Background: an optimization exercise with open tools, aiming at small area. Do not read the settings as production practice. At most, simulation tests tie the RTL to the original design; equivalence was not proved. No activity file was given, so power comes from the tool's default toggle rates.

cedar:
==> flow/design.v (excerpt) <==
module rpi433_core (
    input  wire        clk,
    input  wire        rst,
    input  wire        rx_in,
    input  wire        cmd_valid,
    input  wire [11:0] cmd,
    input  wire [15:0] rd_addr,
    output wire        tx_out,
    output wire        tx_busy,
    output wire        rx_done,
    output wire        rx_ovr,
    output wire        cmd_err,
    output wire [2:0]  rx_stat,
    output wire [4:0]  rx_cause,
    output wire [7:0]  rx_len,
    output wire [5:0]  rx_nbytes,
    output wire [15:0] min_low,
    output wire [15:0] min_high,
    output wire [7:0]  rd_data
);
Settings: LEC_CHECK=0, CAP_MARGIN=20, CORE_MARGIN=2, CORE_UTILIZATION=40, CTS_BUF_LIST=sky130_fd_sc_hd__clkbuf_8, CTS_CLUSTER_DIAMETER=50, CTS_CLUSTER_SIZE=18, SLEW_MARGIN=20; clock period 12.0 ns.
run.sh (not shown) runs the stock make flow with config.mk's settings and CLKGATE_MAP_FILE= SYNTH_SCRIPT=/design/flow/synth_recipe.tcl, a recipe that flattens the netlist after the stock synthesis.
diff inputs: cedar => tundra
diff --git a/flow/design.v b/flow/design.v
--- a/flow/design.v
+++ b/flow/design.v
@@ -346,24 +346,32 @@
                         if ({2'b00, pay_c} == nlen)
                             dchk <= 1'b1;
                     end
                 end
             end
         end
     end
     wire [4:0] rd_sl   = rd_addr[4:0] + ph;
-    wire [7:0] rd_b0   = bank0[8*rd_sl +: 8];
-    wire [7:0] rd_b1   = bank1[8*rd_sl +: 8];
+    reg  [7:0] rd_b0, rd_b1;
+    integer q;
+    always @* begin
+        rd_b0 = 8'h00;
+        rd_b1 = 8'h00;
+        for (q = 0; q < 32; q = q + 1) begin
+            rd_b0 = rd_b0 | ({8{rd_sl == q && !disp}} & bank0[8*q +: 8]);
+            rd_b1 = rd_b1 | ({8{rd_sl == q &&  disp}} & bank1[8*q +: 8]);
+        end
+    end
     wire       rd_ok   = (rd_addr[15:8] == 8'h00) && (rd_addr[7:0] < rxlen);
     assign tx_out    = txlevel;
     assign tx_busy   = (txphase != T_IDLE);
     assign rx_done   = rxdone;
     assign rx_ovr    = rxovr;
     assign cmd_err   = cmderr;
     assign rx_stat   = rxstat;
     assign rx_cause  = rxcause;
     assign rx_len    = rxlen;
     assign rx_nbytes = rxnbytes;
     assign min_low   = {9'd0, minlow};
     assign min_high  = {9'd0, minhigh};
-    assign rd_data   = rd_ok ? (disp ? rd_b1 : rd_b0) : 8'h00;
+    assign rd_data   = rd_ok ? (rd_b1 | rd_b0) : 8'h00;
 endmodule
Results
Going from cedar to tundra, the final worst-path cycle share was found to have gone up by 9.9 points.
Re number of flip-flops and latches: no difference whatsoever between tundra and cedar.
Of tundra and cedar, tundra shows the higher number of clock buffer instances in the layout, with cedar below it.
cedar → tundra: part of the power in combinational logic shrank by 0.3 points, overall power of the completed layout saw an increase.
Against cedar as the reference, tundra delivers a lower maximum clock rate.
The RTL of cedar was laid out without a check of its function.

========
Another version of the RTL of rpi433_core (not shown whole).
Size: roughly 2600 cells after synthesis, ~99 I/O pins.
==> flow/design.v (excerpt) <==
module rpi433_core (
    input  wire        clk,
    input  wire        rst,
    input  wire        rx_in,
    input  wire        cmd_valid,
    input  wire [11:0] cmd,
    input  wire [15:0] rd_addr,
    output wire        tx_out,
    output wire        tx_busy,
    output wire        rx_done,
    output wire        rx_ovr,
    output wire        cmd_err,
    output wire [2:0]  rx_stat,
    output wire [4:0]  rx_cause,
    output wire [7:0]  rx_len,
    output wire [5:0]  rx_nbytes,
    output wire [15:0] min_low,
    output wire [15:0] min_high,
    output wire [7:0]  rd_data
);
==> flow/config.mk <==
export PLATFORM = sky130hd
export DESIGN_NAME = rpi433_core
export DESIGN_NICKNAME = rpi433_core
export VERILOG_FILES = /design/flow/design.v
export SDC_FILE = /design/flow/constraint.sdc
export NUM_CORES = 4
export LEC_CHECK = 0
export CAP_MARGIN = 20
export CORE_MARGIN = 2
export CORE_UTILIZATION = 65
export GPL_TIMING_DRIVEN = 0
export PLACE_DENSITY = 0.8
export SLEW_MARGIN = 20
==> flow/constraint.sdc <==
create_clock -name core_clock -period 12.0 [get_ports {clk}]
set_input_delay 2.4000 -clock core_clock [delete_from_list [all_inputs] [get_ports {clk}]]
set_output_delay 2.4000 -clock core_clock [all_outputs]
set_load 0.01 [all_outputs]
standard.sh (not shown) runs the stock make flow with config.mk's settings and CLKGATE_MAP_FILE= SYNTH_SCRIPT=/design/flow/synth_recipe.tcl, a recipe that flattens the netlist after the stock synthesis.
==> flow/flow/run.sh <==
#!/bin/bash
# Layout flow: the standard flow (standard.sh) with these changes.
#  1. Synthesis is the standard one, but ABC maps the logic with flow/abc_map.script
#     (area-recovering mapping rounds) instead of ORFS's abc_speed.script, and adders
#     are left to ABC (no ADDER_MAP_FILE) instead of being mapped to ha/fa cells first.
#     Registers are mapped before ABC runs, so they are the standard synthesis's
#     registers.
#  2. Ports are buffered with sky130_fd_sc_hd__buf_1.
#  3. CTS uses clkbuf_16 with larger sink clusters and inserts no dummy loads.
#  4. The buffers synthesis puts on pass-through (constant) outputs are removed at
#     floorplan (REMOVE_ABC_BUFFERS), as timing-driven placement would otherwise do.
# Each step's output goes to a log file in this folder.
set -euo pipefail
here=$(pwd)
rm -rf "$here/scripts_abc"
cp -r "$FLOW_HOME/scripts" "$here/scripts_abc"
cp "$here/flow/abc_map.script" "$here/scripts_abc/abc_speed.script"
export REMOVE_ABC_BUFFERS=1
export BUFFER_PORTS_ARGS="-buffer_cell sky130_fd_sc_hd__buf_1"
export CTS_ARGS="-sink_clustering_enable -repair_clock_nets -sink_clustering_size 30 -sink_clustering_max_diameter 80 -buf_list sky130_fd_sc_hd__clkbuf_16 -dont_use_dummy_load"
SCRIPTS_DIR="$here/scripts_abc" ADDER_MAP_FILE= bash standard.sh synth > "$here/synth.log" 2>&1
bash standard.sh > "$here/layout.log" 2>&1
==> flow/flow/abc_map.script <==
&get -n
&st
&dc2
&dch -f
&nf -R 1000 -p -F 8 -A 4
&st
&syn2
&dc2
&if -g -K 6
&synch2
&nf -R 1000 -p -F 8 -A 4
&st
&syn2
&if -g -K 6
&synch2
&nf -R 1000 -p -F 8 -A 4
&st
&dc2
&dch -f
&nf -R 1000 -p -F 8 -A 4
&put
topo
stime -c
dnsize -c
The starting point produced a clean layout.
Change:
--- a/flow/design.v
+++ b/flow/design.v
@@ -38,34 +38,33 @@
     reg [4:0]   ph;              
     reg [1:0]   txphase;         
     reg [1:0]   txrg;            
     reg         txlevel;
     reg [7:0]   txhold;
     reg [2:0]   txbc;            
     reg [4:0]   txcnt;           
     reg [5:0]   txlen;
     reg [7:0]   txchk;           
     reg [255:0] txr;             
-    reg [7:0]   txp;             
     reg         txpv;            
     reg [7:0]   txn;             
     reg         cmderr;
     reg [1:0]   rxphase;
     reg         level;
     reg [6:0]   elapsed;         
     reg [6:0]   unit;            
-    reg [3:0]   m10;             
     reg         bad;
     reg         cwovf;
     reg [9:0]   cwcnt;
     reg [6:0]   run_lo, run_hi;
-    reg [6:0]   ev1_dur, ev2_dur;
+    reg [6:0]   ev1_dur, ev2_dur;    
+    wire [3:0]  m10 = ev2_dur[3:0];
     reg [7:0]   sr;              
     reg [5:0]   rxcnt;
     reg         nz;              
     reg         sigbad;          
     reg [7:0]   nlen;            
     reg         dchk;            
     reg [7:0]   acc;             
     reg [7:0]   pend;            
     reg [255:0] bank0, bank1;
     reg         disp;            
@@ -111,21 +110,21 @@
     wire do_txgo   = cmd_valid && op == OP_TXGO   && tx_idle_s;
     wire do_rxack  = cmd_valid && op == OP_RXACK;
     wire do_errclr = cmd_valid && op == OP_ERRCLR;
     wire refused   = cmd_valid && (op == OP_TXCLR || op == OP_TXPUSH || op == OP_TXGO ||
                                    op > OP_ERRCLR) &&
                      !(do_txclr || do_txpush || do_txgo);
     wire [4:0] tx_wsl   = txlen[4:0] + ph + {4'd0, !txpv};    
     wire       tx_podd  = !(txlen[0] ^ ph[0]);                  
     wire       tx_dir   = do_txpush && !tx_podd;
     wire       tx_we    = txpv || tx_dir;
-    wire [7:0] tx_wd    = txpv ? txp : arg;
+    wire [7:0] tx_wd    = txpv ? txchk : arg;
     wire [4:0] tx_rsl   = txcnt + ph;
     wire       tx_fetch = (tx_rsl[2:0] == 3'd7) && (txrg == G_LEN || (txrg == G_PAY && txbc == 3'd0));
     wire [6:0] diff     = (elapsed == 7'd127) ? 7'd127 : elapsed + 1'b1;
     wire       gate     = (rxphase != R_IDLE) && (diff > END_P);
     wire       changed  = (rx_in != level);
     wire       accepted = changed && (diff >= 7'd2);
     wire [1:0] phase_g  = gate ? R_IDLE : rxphase;
     wire       is_first = accepted && phase_g == R_IDLE;
     wire       is_calib = accepted && phase_g == R_START;
     wire       is_data  = accepted && phase_g == R_DATA;
@@ -163,37 +162,42 @@
     end
     wire fin_ok = (fin_stat == ST_OK);
     wire rxdone_h = do_rxack ? 1'b0 : rxdone;
     wire rxovr_h  = do_rxack ? 1'b0 : rxovr;
     always @(posedge clk) begin
         for (q = 0; q < 32; q = q + 2)
             txr[8*q +: 8] <= ~((tx_we && tx_wsl[4:1] == q[4:1]) ? (q[1] ? tx_wd : ~tx_wd)
                                                               : txr[8*((q+31)%32) +: 8]);
         for (q = 1; q < 32; q = q + 2)
             txr[8*q +: 8] <= txr[8*(q-1) +: 8];
-        txp <= arg;
         if (tx_fetch)
             txn <= ~txr[8*{tx_rsl[4:3], 3'd7} +: 8];      
         bank0 <= {bank0[247:128], (wr16 && disp)  ? pend : bank0[127:120],
                   bank0[119:0],   (wr0 && disp)   ? pend : bank0[255:248]};
         bank1 <= {bank1[247:128], (wr16 && !disp) ? pend : bank1[127:120],
                   bank1[119:0],   (wr0 && !disp)  ? pend : bank1[255:248]};
         if (byte_store)
             pend <= byte_n ^ key_byte(pay_c[3:0]);
         if (byte_store && rxcnt == 6'd4)
             nlen <= byte_n;
         if (do_record && !cwcnt[9]) begin
             ev1_dur <= diff;
             ev2_dur <= ev1_dur;
+        end else if (is_first) begin
+            ev2_dur[3:0] <= 4'd1;
+        end else if (rxphase == R_START && !accepted) begin
+            ev2_dur[3:0] <= (m10 == 4'd9) ? 4'd0 : m10 + 1'b1;
         end
         if (do_txgo)
             txchk <= 8'h00;
+        else if (tx_idle_s)
+            txchk <= arg;
         else if (tx_bend && txrg == G_PAY)
             txchk <= txchk ^ tx_enc;
         if (do_txgo) begin
             txhold <= 8'd10;
             txbc   <= 3'd0;
             txcnt  <= 5'd0;
             txrg   <= G_SIG;
         end else if (tx_hold) begin
             txhold <= txhold - 1'b1;
         end else if (txphase == T_FIN) begin
@@ -212,27 +216,24 @@
                     end
                     G_LEN: txrg <= (txlen == 6'd0) ? G_CHK : G_PAY;
                     G_PAY: begin
                         txcnt <= txcnt_p1;
                         if (tx_pay_last) txrg <= G_CHK;
                     end
                     default: ;
                 endcase
             end
         end
-        if (is_first) begin
+        if (is_first)
             unit <= 7'd0;
-            m10  <= 4'd1;
-        end else if (rxphase == R_START && !accepted) begin
+        else if (rxphase == R_START && !accepted)
             unit <= unit + (m10 != 4'd0);
-            m10  <= (m10 == 4'd9) ? 4'd0 : m10 + 1'b1;
-        end
     end
     always @(posedge clk) begin
         if (rst) begin
             ph       <= 5'd0;
             txphase  <= T_IDLE;
             txlevel  <= 1'b0;
             txlen    <= 6'd0;
             txpv     <= 1'b0;
             cmderr   <= 1'b0;
             rxphase  <= R_IDLE;
The changed run finished clean; cell area goes down by 0.45%; setup slack improves by 0.043 ns; maximum frequency goes up by 0.45%; hold slack barely changes; area after synthesis goes down by 0.71%; sequential power barely changes; combinational power goes up by 25%; via count goes down by 0.87%; routed wire length goes up by 0.74%; global-route usage goes up by 0.38 points; register-to-register slack degrades by 0.76 ns.

[port drivers added, routing unchanged]
The flow's constraints put no driver on any port. The routed layouts listed below were extracted and timed again, unchanged, in two steps.
Step 1 assumes that a clkbuf_16 drives the clock port and a buf_2 every other input.
Step 2 times the ports against the registers' clock, not the clock port: input delays grow and output delays shrink by t, the midpoint of the rising clock arrivals with the driver on.
Three values: ideal, step 1, step 2; two values: the first two.
run | shift t [ns] | setup slack, ns | hold slack, ns | cell pins on the clock port's net
cedar | 0.729 | 3.089 / 3.068 / 3.068 | 0.338 / 0.338 / 0.338 | 1
tundra | 0.788 | 1.902 / 1.882 / 1.882 | 0.313 / 0.313 / 0.313 | 1
the first run of note 2 | 0.649 | 2.537 / 2.516 / 2.516 | 0.298 / 0.298 / 0.298 | 1
the second run of note 2 | 0.655 | 2.580 / 2.517 / 2.517 | 0.298 / 0.298 / 0.298 | 1
After both steps every run listed still meets setup and hold. The setup slack of the second run of note 2, which loses most, moves by -0.063 ns with the drivers and by -0.063 ns with both steps.
